From an optimization exercise on the open Yosys and OpenROAD flow, aimed at small area, a short achievable clock period and few clock cycles; shortcuts taken in it are not production practice. Only simulation tests tie the RTL to the original design; equivalence was not proved. Power and IR drop assume default switching activity.

--- flow/run.sh ---
#!/bin/bash
# synth_recipe.tcl (not shown) runs the flow's synth.tcl, then flattens the netlist and writes it again
# the make line also repeats each setting of config.mk as NAME=value (left out here)
make -C /OpenROAD-flow-scripts/flow DESIGN_CONFIG=/design/flow/config.mk WORK_HOME=/design/flow/orfs CLKGATE_MAP_FILE= SYNTH_SCRIPT=/design/flow/synth_recipe.tcl finish
--- flow/config.mk ---
export PLATFORM = sky130hd
export DESIGN_NAME = onc_pp
export DESIGN_NICKNAME = onc_pp
export VERILOG_FILES = /design/flow/design.v
export SDC_FILE = /design/flow/constraint.sdc
export NUM_CORES = 4
export LEC_CHECK = 0
export CAP_MARGIN = 20
export CORE_MARGIN = 2
export CORE_UTILIZATION = 40
export PLACE_DENSITY = 0.6
export SLEW_MARGIN = 20
--- flow/constraint.sdc ---
create_clock -name core_clock -period 10.0 [get_ports {clk}]
set_input_delay 2.0000 -clock core_clock [delete_from_list [all_inputs] [get_ports {clk}]]
set_output_delay 2.0000 -clock core_clock [all_outputs]
set_load 0.01 [all_outputs]
--- flow/design.v ---
module onc_pp (
    input  wire        clk,
    input  wire        rst,
    input  wire        bus_en,
    input  wire        bus_we,
    input  wire [11:0] bus_addr,
    input  wire [7:0]  bus_wdata,
    output reg  [7:0]  bus_rdata,
    output wire        irq
);
    localparam [7:0] OP_NOP      = 8'h00;
    localparam [7:0] OP_PKT_PROC = 8'h10;
    localparam [7:0] CRC_POLY    = 8'h07;
    localparam [7:0] CRC_INIT    = 8'h00;
    localparam [7:0] FULL_ROUNDS = 8'd32;
    localparam [7:0] RED_ROUNDS  = 8'd8;
    localparam [3:0] FR_NONE = 4'd0, FR_HDR_DECODE = 4'd1, FR_HDR_CRC = 4'd2,
                     FR_PID = 4'd3, FR_LEN = 4'd4, FR_HOP = 4'd5, FR_PLD = 4'd6,
                     FR_DECRYPT = 4'd7, FR_PARSE = 4'd8, FR_ABORT = 4'd9;
    localparam [2:0] EC_OK = 3'd0, EC_ILLEGAL = 3'd1, EC_BAD_INPUT = 3'd6,
                     EC_TOO_SHORT = 3'd7;
    function [6:0] dec8;
        input [7:0] s;
        reg [2:0] h, l;
        reg hv, lv;
        begin
            hv = 1'b1; lv = 1'b1; h = 3'd0; l = 3'd0;
            case (s[7:4])
                4'hB: h = 3'd0;
                4'hC: h = 3'd1;
                4'h3: h = 3'd2;
                4'hD: h = 3'd3;
                4'h5: h = 3'd4;
                4'h6: h = 3'd5;
                4'h9: h = 3'd6;
                4'hA: h = 3'd7;
                default: hv = 1'b0;
            endcase
            case (s[3:0])
                4'h4: l = 3'd0;
                4'hC: l = 3'd1;
                4'h3: l = 3'd2;
                4'hA: l = 3'd3;
                4'h5: l = 3'd4;
                4'h6: l = 3'd5;
                4'h9: l = 3'd6;
                4'h2: l = 3'd7;
                default: lv = 1'b0;
            endcase
            dec8 = {hv & lv, h, l};
        end
    endfunction
    function [7:0] crc8_byte;
        input [7:0] c;
        input [7:0] d;
        integer b;
        reg [7:0] r;
        begin
            r = c ^ d;
            for (b = 0; b < 8; b = b + 1)
                r = r[7] ? ((r << 1) ^ CRC_POLY) : (r << 1);
            crc8_byte = r;
        end
    endfunction
    reg  [7:0] cmd_r;
    reg        busy, done, err, busy_wr;
    reg  [2:0] err_code;
    reg        irq_en;
    reg  [7:0] pkt_len;
    reg  [2:0] key_count, inv_key_count;
    reg        in_valid_digits;
    reg        f_digits, f_decode, f_hcrc, f_pid, f_decrypt, f_pcrc, f_valid, f_parse;
    reg  [7:0] field_err;
    reg  [3:0] fail_reason;
    reg  [7:0] pid_r;
    reg  [7:0] kind;
    reg  [1:0] pid_flags;
    reg [11:0] rptr_did, dst_did, src_did;
    reg [35:0] nid;
    reg  [7:0] hcrc_rx, hcrc_calc, pcrc_rx, pcrc_calc;
    reg  [7:0] key_idx;
    reg        key_ring;
    reg  [3:0] variant;
    reg  [7:0] msg_id, msg_type, admin_type;
    reg  [1:0] resp_kind;
    reg  [7:0] resp_reason, resp_handle, resp_len;
    reg  [2:0] hops, max_hops;
    reg  [5:0] pld_len;
    reg  [7:0] rounds;
    reg  [2:0] keys_tried;
    reg  [7:0] pkt_buf [0:63];    
    reg  [7:0] key_buf [0:127];   
    reg  [7:0] pld_buf [0:32];    
    reg  [7:0] d_buf   [0:32];    
    assign irq = irq_en & done;
    wire host_wr = bus_en &  bus_we;
    wire host_rd = bus_en & ~bus_we;
    wire a_cmd    = (bus_addr == 12'h000);
    wire a_status = (bus_addr == 12'h001);
    wire a_ctrl   = (bus_addr == 12'h003);
    wire a_pktlen = (bus_addr == 12'h004);
    wire a_kcnt   = (bus_addr == 12'h005);
    wire a_ikcnt  = (bus_addr == 12'h006);
    wire a_inflg  = (bus_addr == 12'h007);
    wire a_pkt    = (bus_addr[11:6] == 6'b0001_00);           
    wire a_kr     = (bus_addr[11:6] == 6'b0100_00);           
    wire a_ikr    = (bus_addr[11:6] == 6'b0101_00);           
    wire a_pld    = (bus_addr[11:8] == 4'h2) && (bus_addr[7:0] < 8'd33);
    wire idle_wr = host_wr & ~busy;
    localparam [3:0] S_IDLE = 4'd0, S_CHK = 4'd1, S_HDR = 4'd2, S_HFIN = 4'd3,
                     S_HOP = 4'd4, S_PLD = 4'd5, S_K0 = 4'd6, S_TRY = 4'd7,
                     S_KEND = 4'd8, S_COPY = 4'd9, S_DISP = 4'd10, S_FIN = 4'd11,
                     S_END = 4'd12;
    reg  [3:0] state;
    reg  [5:0] idx;           
    reg  [1:0] kidx;          
    reg  [7:0] crc;
    reg        vdec;          
    reg        accepted;
    reg  [7:0] pt1, pt2, pt3;
    reg  [5:0] hraw [0:15];
    reg [15:0] hbad;
    reg  [5:0] g_prev;        
    reg  [2:0] end_code;      
    wire       kind_small  = (kind[3:0] <= 4'd5);
    wire [5:0] pe_len      = kind_small ? 6'd12 : 6'd44;     
    wire [5:0] d_len       = kind_small ? 6'd9  : 6'd33;     
    wire [5:0] ct_len      = kind_small ? 6'd8  : 6'd32;     
    wire       kind_invite = (kind[3:0] == 4'd14) || (kind[3:0] == 4'd15);
    wire       kind_stream = (kind[3:0] >= 4'd10) && (kind[3:0] <= 4'd13);
    wire [2:0] ring_n      = kind_invite ? inv_key_count : key_count;
    reg  [5:0] pkt_ridx;
    always @(*) begin
        case (state)
            S_HOP:   pkt_ridx = 6'd16 + pe_len;
            S_PLD:   pkt_ridx = 6'd16 + idx;
            default: pkt_ridx = idx;
        endcase
    end
    wire [7:0] pkt_rd = pkt_buf[pkt_ridx];
    wire [6:0] pkt_dec = dec8(pkt_rd);
    wire [7:0] key_rd = key_buf[{key_ring, kidx, idx[3:0]}];
    wire [7:0] d_rd   = d_buf[idx];
    wire [7:0] pt_rd  = d_rd ^ key_rd ^ rounds;
    wire [11:0] h_rptr = {hraw[0],  hraw[1]};
    wire [11:0] h_hcrc = {hraw[2],  hraw[3]};
    wire [11:0] h_dst  = {hraw[4],  hraw[5]};
    wire [35:0] h_nid  = {hraw[6],  hraw[7], hraw[8], hraw[9], hraw[10], hraw[11]};
    wire [11:0] h_src  = {hraw[12], hraw[13]};
    wire [11:0] h_pid  = {hraw[14], hraw[15]};
    wire [5:0]  h_ferr = { hbad[14] | hbad[15] | (h_pid[11:8] != 4'd0),
                           hbad[12] | hbad[13],
                           |hbad[11:6],
                           hbad[4]  | hbad[5],
                           hbad[2]  | hbad[3]  | (h_hcrc[11:8] != 4'd0),
                           hbad[0]  | hbad[1] };
    wire [7:0]  pid_v  = h_ferr[5] ? 8'd0 : h_pid[7:0];
    wire [7:0]  hcrc_v = h_ferr[1] ? 8'd0 : h_hcrc[7:0];
    wire        hcrc_ok = !h_ferr[1] && (h_hcrc[7:0] == crc);
    wire        pid_kind_ok = !h_ferr[5] && (h_pid[5:0] < 6'd16);
    wire [5:0]  exp_pe  = (h_pid[3:0] <= 4'd5) ? 6'd12 : 6'd44;
    wire [7:0]  exp_len = 8'd16 + {2'b00, exp_pe} + {7'd0, h_pid[6]};
    wire        len_ok  = (pkt_len == exp_len);
    always @(posedge clk) begin
        if (idle_wr && a_pkt)
            pkt_buf[bus_addr[5:0]] <= bus_wdata;
    end
    always @(posedge clk) begin
        if (idle_wr && (a_kr || a_ikr))
            key_buf[{bus_addr[8], bus_addr[5:0]}] <= bus_wdata;
    end
    reg        d_we;
    reg  [5:0] d_widx;
    reg  [7:0] d_wdata;
    always @(*) begin
        d_we    = 1'b0;
        d_widx  = 6'd0;
        d_wdata = 8'd0;
        if (state == S_PLD && pkt_dec[6]) begin
            case (idx[1:0])
                2'd1: begin d_we = 1'b1; d_widx = {idx[5:2], 1'b0} + {1'b0, idx[5:2]};        d_wdata = {g_prev,      pkt_dec[5:4]}; end
                2'd2: begin d_we = 1'b1; d_widx = {idx[5:2], 1'b0} + {1'b0, idx[5:2]} + 6'd1; d_wdata = {g_prev[3:0], pkt_dec[5:2]}; end
                2'd3: begin d_we = 1'b1; d_widx = {idx[5:2], 1'b0} + {1'b0, idx[5:2]} + 6'd2; d_wdata = {g_prev[1:0], pkt_dec[5:0]}; end
                default: ;
            endcase
        end
    end
    always @(posedge clk) begin
        if (d_we)
            d_buf[d_widx] <= d_wdata;
    end
    wire       pld_we    = (state == S_COPY);
    wire [7:0] pld_wdata = (accepted && (idx < ct_len)) ? pt_rd : d_rd;
    always @(posedge clk) begin
        if (pld_we)
            pld_buf[idx] <= pld_wdata;
    end
    always @(posedge clk) begin
        if (state == S_HDR)
            hraw[idx[3:0]] <= pkt_dec[5:0];
    end
    reg [3:0] fr;             
    reg       completing;
    always @(posedge clk) begin
        if (rst) begin
            cmd_r <= 8'h00; busy <= 1'b0; done <= 1'b0; err <= 1'b0; busy_wr <= 1'b0;
            err_code <= EC_OK; irq_en <= 1'b0; pkt_len <= 8'h00;
            key_count <= 3'd0; inv_key_count <= 3'd0; in_valid_digits <= 1'b1;
            f_digits <= 1'b0; f_decode <= 1'b0; f_hcrc <= 1'b0; f_pid <= 1'b0;
            f_decrypt <= 1'b0; f_pcrc <= 1'b0; f_valid <= 1'b0; f_parse <= 1'b0;
            field_err <= 8'h00; fail_reason <= FR_NONE; pid_r <= 8'h00; kind <= 8'hFF;
            pid_flags <= 2'b00; rptr_did <= 12'h000; dst_did <= 12'h000; src_did <= 12'h000;
            nid <= 36'h0; hcrc_rx <= 8'h00; hcrc_calc <= 8'h00; pcrc_rx <= 8'h00;
            pcrc_calc <= 8'h00; key_idx <= 8'hFF; key_ring <= 1'b0; variant <= 4'd0;
            msg_id <= 8'h00; msg_type <= 8'h00; admin_type <= 8'h00; resp_kind <= 2'd0;
            resp_reason <= 8'h00; resp_handle <= 8'h00; resp_len <= 8'h00;
            hops <= 3'd0; max_hops <= 3'd0; pld_len <= 6'd0; rounds <= 8'h00;
            keys_tried <= 3'd0;
            state <= S_IDLE; idx <= 6'd0; kidx <= 2'd0; crc <= 8'h00; vdec <= 1'b0;
            accepted <= 1'b0; pt1 <= 8'h00; pt2 <= 8'h00; pt3 <= 8'h00; hbad <= 16'h0;
            g_prev <= 6'd0; end_code <= EC_OK;
        end else begin
            completing = 1'b0;
            fr = fail_reason;
            if (idle_wr) begin
                if (a_pktlen) pkt_len <= bus_wdata;
                if (a_kcnt)   key_count <= (bus_wdata > 8'd4) ? 3'd4 : bus_wdata[2:0];
                if (a_ikcnt)  inv_key_count <= (bus_wdata > 8'd4) ? 3'd4 : bus_wdata[2:0];
                if (a_inflg)  in_valid_digits <= bus_wdata[0];
                if (a_cmd) begin
                    cmd_r    <= bus_wdata;
                    done     <= 1'b0;
                    err      <= 1'b0;
                    err_code <= EC_OK;
                    busy     <= 1'b1;
                    if (bus_wdata == OP_PKT_PROC) begin
                        f_digits <= 1'b0; f_decode <= 1'b0; f_hcrc <= 1'b0; f_pid <= 1'b0;
                        f_decrypt <= 1'b0; f_pcrc <= 1'b0; f_valid <= 1'b0; f_parse <= 1'b0;
                        field_err <= 8'h00; fail_reason <= FR_NONE; pid_r <= 8'h00; kind <= 8'hFF;
                        pid_flags <= 2'b00; rptr_did <= 12'h000; dst_did <= 12'h000; src_did <= 12'h000;
                        nid <= 36'h0; hcrc_rx <= 8'h00; hcrc_calc <= 8'h00; pcrc_rx <= 8'h00;
                        pcrc_calc <= 8'h00; key_idx <= 8'hFF; key_ring <= 1'b0; variant <= 4'd0;
                        msg_id <= 8'h00; msg_type <= 8'h00; admin_type <= 8'h00; resp_kind <= 2'd0;
                        resp_reason <= 8'h00; resp_handle <= 8'h00; resp_len <= 8'h00;
                        hops <= 3'd0; max_hops <= 3'd0; pld_len <= 6'd0; rounds <= 8'h00;
                        keys_tried <= 3'd0;
                        state    <= S_CHK;
                        end_code <= EC_OK;
                        fr = FR_NONE;
                    end else begin
                        state    <= S_END;
                        end_code <= (bus_wdata == OP_NOP) ? EC_OK : EC_ILLEGAL;
                    end
                end
            end
            if (host_wr && a_ctrl)
                irq_en <= bus_wdata[0];
            if (host_wr && busy && !a_status && !a_ctrl)
                busy_wr <= 1'b1;
            case (state)
                S_IDLE: ;
                S_CHK: begin
                    if (pkt_len == 8'd0) begin
                        fr = FR_ABORT; end_code <= EC_TOO_SHORT; state <= S_END;
                    end else if (!in_valid_digits) begin
                        fr = FR_ABORT; end_code <= EC_BAD_INPUT; state <= S_END;
                    end else if (pkt_len < 8'd16) begin
                        fr = FR_ABORT; end_code <= EC_TOO_SHORT; state <= S_END;
                    end else begin
                        f_digits <= 1'b1;
                        vdec     <= 1'b1;
                        crc      <= CRC_INIT;
                        idx      <= 6'd0;
                        state    <= S_HDR;
                    end
                end
                S_HDR: begin
                    hbad[idx[3:0]] <= ~pkt_dec[6];
                    if (idx != 6'd2 && idx != 6'd3)
                        crc <= crc8_byte(crc, pkt_rd);
                    if (idx == 6'd15) begin
                        idx   <= 6'd0;
                        state <= S_HFIN;
                    end else begin
                        idx <= idx + 6'd1;
                    end
                end
                S_HFIN: begin
                    field_err[5:0] <= h_ferr;
                    rptr_did <= h_ferr[0] ? 12'd0 : h_rptr;
                    dst_did  <= h_ferr[2] ? 12'd0 : h_dst;
                    nid      <= h_ferr[3] ? 36'd0 : h_nid;
                    src_did  <= h_ferr[4] ? 12'd0 : h_src;
                    pid_r    <= pid_v;
                    hcrc_rx  <= hcrc_v;
                    hcrc_calc <= crc;
                    if (h_ferr != 6'd0) begin
                        vdec <= 1'b0;
                        if (fr == FR_NONE) fr = FR_HDR_DECODE;
                    end
                    if (hcrc_ok) f_hcrc <= 1'b1;
                    else if (fr == FR_NONE) fr = FR_HDR_CRC;
                    if (h_ferr[5]) begin
                        if (fr == FR_NONE) fr = FR_PID;
                        state <= S_FIN;
                    end else begin
                        pid_flags <= {h_pid[7], h_pid[6]};
                        if (!pid_kind_ok) begin
                            if (fr == FR_NONE) fr = FR_PID;
                            state <= S_FIN;
                        end else begin
                            kind <= {4'd0, h_pid[3:0]};
                            if (!len_ok) begin
                                if (fr == FR_NONE) fr = FR_LEN;
                                state <= S_FIN;
                            end else begin
                                f_pid <= 1'b1;
                                state <= h_pid[6] ? S_HOP : S_PLD;
                            end
                        end
                    end
                end
                S_HOP: begin
                    if (pkt_dec[6]) begin
                        hops     <= pkt_dec[5:3];
                        max_hops <= pkt_dec[2:0];
                    end else begin
                        field_err[6] <= 1'b1;
                        vdec <= 1'b0;
                        if (fr == FR_NONE) fr = FR_HOP;
                    end
                    idx   <= 6'd0;
                    state <= S_PLD;
                end
                S_PLD: begin
                    if (!pkt_dec[6]) begin
                        field_err[7] <= 1'b1;
                        vdec <= 1'b0;
                        if (fr == FR_NONE) fr = FR_PLD;
                        state <= S_FIN;
                    end else begin
                        g_prev <= pkt_dec[5:0];
                        if (idx == pe_len - 6'd1) begin
                            pld_len <= d_len;
                            state   <= S_K0;
                        end else begin
                            idx <= idx + 6'd1;
                        end
                    end
                end
                S_K0: begin
                    key_ring <= kind_invite;
                    rounds   <= kind_stream ? RED_ROUNDS : FULL_ROUNDS;
                    kidx     <= 2'd0;
                    idx      <= 6'd0;
                    accepted <= 1'b0;
                    if (ring_n == 3'd0) begin
                        if (fr == FR_NONE) fr = FR_DECRYPT;
                        state <= S_COPY;
                    end else begin
                        state <= S_TRY;
                    end
                end
                S_TRY: begin
                    if (idx == 6'd0) begin
                        pcrc_rx <= pt_rd;
                        crc     <= CRC_INIT;
                    end else begin
                        crc <= crc8_byte(crc, pt_rd);
                    end
                    if (idx == 6'd1) pt1 <= pt_rd;
                    if (idx == 6'd2) pt2 <= pt_rd;
                    if (idx == 6'd3) pt3 <= pt_rd;
                    if (idx == ct_len - 6'd1) begin
                        idx   <= 6'd0;
                        state <= S_KEND;
                    end else begin
                        idx <= idx + 6'd1;
                    end
                end
                S_KEND: begin
                    keys_tried <= {1'b0, kidx} + 3'd1;
                    pcrc_calc  <= crc;
                    if (crc == pcrc_rx) begin
                        accepted  <= 1'b1;
                        key_idx   <= {6'd0, kidx};
                        f_decrypt <= 1'b1;
                        f_pcrc    <= 1'b1;
                        state     <= S_COPY;
                    end else if ({1'b0, kidx} + 3'd1 < ring_n) begin
                        kidx  <= kidx + 2'd1;
                        state <= S_TRY;
                    end else begin
                        if (fr == FR_NONE) fr = FR_DECRYPT;
                        state <= S_COPY;
                    end
                end
                S_COPY: begin
                    if (idx == d_len - 6'd1) begin
                        idx   <= 6'd0;
                        state <= accepted ? S_DISP : S_FIN;
                    end else begin
                        idx <= idx + 6'd1;
                    end
                end
                S_DISP: begin
                    msg_id <= pt1;
                    case (kind[3:0])
                        4'd0: begin
                            msg_type <= pt2;
                            case (pt2)
                                8'd0: variant <= 4'd1;
                                8'd1: begin variant <= 4'd2; admin_type <= pt3; end
                                8'd2: variant <= 4'd3;
                                8'd3: variant <= 4'd4;
                                default: begin
                                    f_parse <= 1'b1;
                                    if (fr == FR_NONE) fr = FR_PARSE;
                                end
                            endcase
                        end
                        4'd3: variant <= 4'd4;
                        4'd1, 4'd4, 4'd7, 4'd11, 4'd2, 4'd5, 4'd8, 4'd12: begin
                            variant     <= 4'd6;
                            resp_kind   <= (kind[3:0] == 4'd1 || kind[3:0] == 4'd4 ||
                                            kind[3:0] == 4'd7 || kind[3:0] == 4'd11) ? 2'd1 : 2'd2;
                            resp_reason <= pt2;
                            resp_handle <= pt3;
                            resp_len    <= 8'd4;
                        end
                        4'd6, 4'd9:   variant <= 4'd7;
                        4'd10, 4'd13: variant <= 4'd8;
                        default:      variant <= 4'd5;    
                    endcase
                    state <= S_FIN;
                end
                S_FIN: begin
                    f_decode <= vdec;
                    f_valid  <= f_digits & vdec & f_hcrc & f_pid & f_decrypt & f_pcrc;
                    state    <= S_END;
                end
                S_END: begin
                    completing = 1'b1;
                    err_code <= end_code;
                    err      <= (end_code != EC_OK);
                    busy     <= 1'b0;
                    state    <= S_IDLE;
                end
                default: state <= S_IDLE;
            endcase
            fail_reason <= fr;
            if (host_wr && a_status) begin
                if (bus_wdata[1]) done <= 1'b0; else if (completing) done <= 1'b1;
                if (bus_wdata[2]) err  <= 1'b0;
                if (bus_wdata[3]) busy_wr <= 1'b0;
            end else if (completing) begin
                done <= 1'b1;
            end
        end
    end
    reg [7:0] rd_mux;
    always @(*) begin
        rd_mux = 8'h00;
        if (bus_addr[11:8] == 4'h0) begin
            case (bus_addr[7:0])
                8'h00: rd_mux = cmd_r;
                8'h01: rd_mux = {4'd0, busy_wr, err, done, busy};
                8'h02: rd_mux = {5'd0, err_code};
                8'h03: rd_mux = {7'd0, irq_en};
                8'h04: rd_mux = pkt_len;
                8'h05: rd_mux = {5'd0, key_count};
                8'h06: rd_mux = {5'd0, inv_key_count};
                8'h07: rd_mux = {7'd0, in_valid_digits};
                8'h20: rd_mux = {f_parse, f_valid, f_pcrc, f_decrypt, f_pid, f_hcrc, f_decode, f_digits};
                8'h21: rd_mux = field_err;
                8'h22: rd_mux = {4'd0, fail_reason};
                8'h23: rd_mux = pid_r;
                8'h24: rd_mux = kind;
                8'h25: rd_mux = {6'd0, pid_flags};
                8'h26: rd_mux = rptr_did[7:0];
                8'h27: rd_mux = {4'd0, rptr_did[11:8]};
                8'h28: rd_mux = dst_did[7:0];
                8'h29: rd_mux = {4'd0, dst_did[11:8]};
                8'h2A: rd_mux = src_did[7:0];
                8'h2B: rd_mux = {4'd0, src_did[11:8]};
                8'h2C: rd_mux = nid[7:0];
                8'h2D: rd_mux = nid[15:8];
                8'h2E: rd_mux = nid[23:16];
                8'h2F: rd_mux = nid[31:24];
                8'h30: rd_mux = {4'd0, nid[35:32]};
                8'h31: rd_mux = hcrc_rx;
                8'h32: rd_mux = hcrc_calc;
                8'h33: rd_mux = pcrc_rx;
                8'h34: rd_mux = pcrc_calc;
                8'h35: rd_mux = key_idx;
                8'h36: rd_mux = {7'd0, key_ring};
                8'h37: rd_mux = {4'd0, variant};
                8'h38: rd_mux = msg_id;
                8'h39: rd_mux = msg_type;
                8'h3A: rd_mux = admin_type;
                8'h3B: rd_mux = {6'd0, resp_kind};
                8'h3C: rd_mux = resp_reason;
                8'h3D: rd_mux = resp_handle;
                8'h3E: rd_mux = resp_len;
                8'h3F: rd_mux = {5'd0, hops};
                8'h40: rd_mux = {5'd0, max_hops};
                8'h41: rd_mux = {2'd0, pld_len};
                8'h42: rd_mux = rounds;
                8'h43: rd_mux = {5'd0, keys_tried};
                default: rd_mux = 8'h00;
            endcase
        end else if (a_pkt) begin
            rd_mux = pkt_buf[bus_addr[5:0]];
        end else if (a_pld) begin
            rd_mux = pld_buf[bus_addr[5:0]];
        end else if (a_kr || a_ikr) begin
            rd_mux = key_buf[{bus_addr[8], bus_addr[5:0]}];
        end
    end
    always @(posedge clk) begin
        if (rst)
            bus_rdata <= 8'h00;
        else if (host_rd)
            bus_rdata <= rd_mux;
    end
endmodule
==> results.txt <==
==> tightest hold or removal path, cell delays in order, from the launching register on <==
cell,delay (ns)
dfxtp_1,0.31
nand2_1,0.05
a21oi_1,0.05
==> worst max path at each step <==
stage / slack (ns) / to / from / depth (start not counted)
CTS: 2.28 / d_buf[13][7] / state[2] / 17
global route: 1.87 / d_buf[13][7] / state[2] / 17
global placement: 2.47 / d_buf[13][6] / state[2] / 17
floorplan: 4.64 / bus_rdata[0] / bus_addr[0] / 11
finish: 2.08 / d_buf[13][7] / state[2] / 17
detailed placement: 2.33 / d_buf[13][7] / state[2] / 17
==> cells by family (layout without fill, tap and decap cells) <==
logic type	count (synthesis)	in the layout	synth area share (%)
xor gates and xnor gates	101	101	0.794
AOI/OAI and AO/OA	1501	1501	9.32
buffers and inverters	612	774	2.34
adders and majority gates	32	32	0.360
DFF	2498	2498	63.3
other	0	5	0
and+or+nand+nor	1688	1688	6.60
muxes	1073	1073	17.3
==> flip-flops by register name, indices dropped and copies added (netlist names), 12 cells and up, named ones only <==
name / cells
key_buf: 1024
pkt_buf: 512
d_buf: 264
pld_buf: 264
hraw: 96
nid: 36
hbad: 16
dst_did: 12
rptr_did: 12
src_did: 12
==> power breakdown <==
part | internal, mW | switching (mW) | leakage (nW)
Sequential | 11.8 | 0.158 | 21.8
Combinational | 2.03 | 4.74 | 12.2
Clock | 6.04 | 4.24 | 4.37
==> routing by layer <==
metal	track usage [%]	share of wire, %	up-vias
met1	38.2	38	39200
met2	41.9	44	5711
met3	7.76	13	1034
met5	0	0.039	-
met4	12.3	5.2	24
li1	-	-	30200
==> cells in the final DEF, fill, tap and decap left out, types with 29 or more instances in the layout <==
master and instances:
dfxtp_1 331, a21oi_1 337, a221o_1 29, nand2b_1 31
o22ai_1 38, nand3_1 162, clkinv_2 32, o21ai_0 191
nor3_1 78, mux4_2 700, edfxtp_1 2160, a221oi_1 150
nand4_1 38, nor2b_1 29, mux2_2 100, mux2i_1 264
ha_1 31, a211oi_1 79, xnor2_1 68, clkbuf_16 287
inv_1 30, nor2_1 676, a22o_1 76, o211ai_1 37
and3_1 56, buf_4 194, clkbuf_1 69, clkinv_1 41
a22oi_1 245, a31oi_1 68, nand2_1 463
==> stage by stage <==
stage | area [µm²] | instances | hold slack, ns | power (mW)
2_1_floorplan | 113000 | 7505 | 0.427 | 16.0
3_3_place_gp | 118000 | 10900 | 0.434 | 18.7
3_5_place_dp | 118000 | 10900 | 0.445 | 18.7
4_1_cts | 127000 | 11400 | 0.452 | 28.9
5_1_grt | 127000 | 11400 | 0.467 | 29.7
6_report | 127000 | 11400 | 0.452 | 29.0
==> area by class of cell <==
cell class	count	area [µm²]	share of cell area [%]
well taps	3743	4680	3.69
flip-flops and latches	2498	71700	56.4
clock inverters	122	1340	1.06
multi-input cells	4395	39300	31.0
diodes	5	12.5	0.00985
clock buffers	371	7650	6.02
repair buffers	245	2190	1.72
inverters	36	143	0.112
==> reports/qor.yml <==
status: "no timing/DRC/antenna violations"
cp-end-kind: "flop"
rows: 195
place_hpwl_um: 267000
clk_pin_slew_ns: 0.06
synthesis.area_um2: 113000
skew_ns: 0.0592
dieArea_um2: 287000
cp_slowest_stage_delay_ns: 0.83
yosysWarnings: 1
netlist_top_cells_area: "edfxtp_1 57%, mux4_2 14%, dfxtp_1 6.0%"
drtPass1Iterations: 8
synth-seq-cells: 2498
vias: 76200
synth_edf_count: 2160
syn2layout_area_growth_pct: 12.1
synth_area_leader_cell: "edfxtp_1"
r2r_start: "state[2]"
chipHeight_um: 536
worst-path-buf-inv: 2
post_cts_resized: 0
globalRoute.totalOverflow: 0
cts_sinks: 2498
htree_num_levels: 5
holdPathStages: 2
port_buffers: 32
cts_tree: "done"
slew_viol_final: 0
crit_arrival_ns: 8.41
via_per_inst: 6.67
clk_latency_ns: 0.89
die_w_um: 536
utilization_pct: 45.0
r2r_end: "d_buf[13][7]"
gp_congestion: 0.976
min_to: "msg_id[4]"
fmax_ghz: 0.126
layout_worst_path_cycle_share_pct: 79.2
syn_inst: 7505
synth_common_cells: "2160 x edfxtp_1, 700 x mux4_2, 700 x nor2_1"
track_usage_pct: 28.0
tightest_slew_ns: 1.21
yosysMostFrequentCell: "edfxtp_1"
drive_gt1_share_pct: 20.1
relSlewSlack_pct: 17.0
layout_min_cycle_time_ns: 7.92
rsz0062_at_grt: "false"
critical_path_class: "reg2reg"
nFillCells: 24600
grt_pass1_vias: 72300
cts_buffers: 278
syn-num-nets: 7561
synth_top_area_share_pct: 57.3
ys_types: 97
cellPowerDensity_nw_per_um2: 229
drt_iter0_drc: 11900
min_from: "pt1[4]"
layout_setup_ws_ns: 2.08
fin_nets: 7510
avgSynthCellArea_um2: 15.1
grt_first_pass_wirelength_um: 573000
ioPinCount: 33
antenna_left: 0
critPathTopFamily: "simple AND/OR/NAND/NOR gates"
post-cts-setup-buffers: 0
cp_max_fo: 33
synth_ff_type: "edfxtp_1"
cts_root_buffer: "clkbuf_16"
drv_cap: 0
wire_per_inst_um: 36.1
hold_viol_final: 0
rr_worst_depth: 17
cp_slowest_cell: "or4b_4"
p_leak_nw: 38.4
cts-hold-fix-buffers: 0
antenna_found_initial: 27
required_ns: 10.49
coreArea_um2: 282000
ys_seq_area_share_pct: 63.3
path_cells: "or4b_4, nand2_2, buf_4, a211oi_1, a31oi_1, a311oi_1, a211oi_1, nor2_1, nor3_4, inv_1, ha_1, mux2_2, mux2i_2, nand2_2, nor4b_4, nand4_1, nor2_1"
ir_drop_v: 0.000315
setup_viol: 0
dp_slack_ns: 2.33
finalSetupTns_ns: 0
startpoint_type: "flop"
clk_path_buf_depth: 4
async_flop_share_pct: 0
wl_um: 412000
ff2ff_setup_slack_ns: 2.08
grt_max_degree: 182
drc: 0
initial_core_util_pct: 40.2
min_path_type: "reg2reg"
Testbench counts, summed over its fixed seeds: cycles 77,866.

[separate check: timing with driven ports]
Ports are ideal in the flow. The routed layout listed here was re-timed in OpenROAD.
Step 1: set_driving_cell puts a clkbuf_16 on clk and a buf_2 on each other input, an assumption about the parent block.
Step 2 moves the port delays by t, midway between the first and last clock arrival at a register: inputs arrive t later, outputs are due t later. That takes back most of the time a late clock gives input paths.
Slacks: no drivers / after step 1 / after step 2; pairs: no drivers / after step 1.
shift t [ns]: 0.977
setup slack, ns: 2.083 / 2.083 / 2.083
worst hold slack (ns): 0.452 / 0.452 / 0.452
After both steps this run still meets setup and hold. The setup slack of this run moves by 0.000 ns with the drivers and by 0.000 ns with both steps.
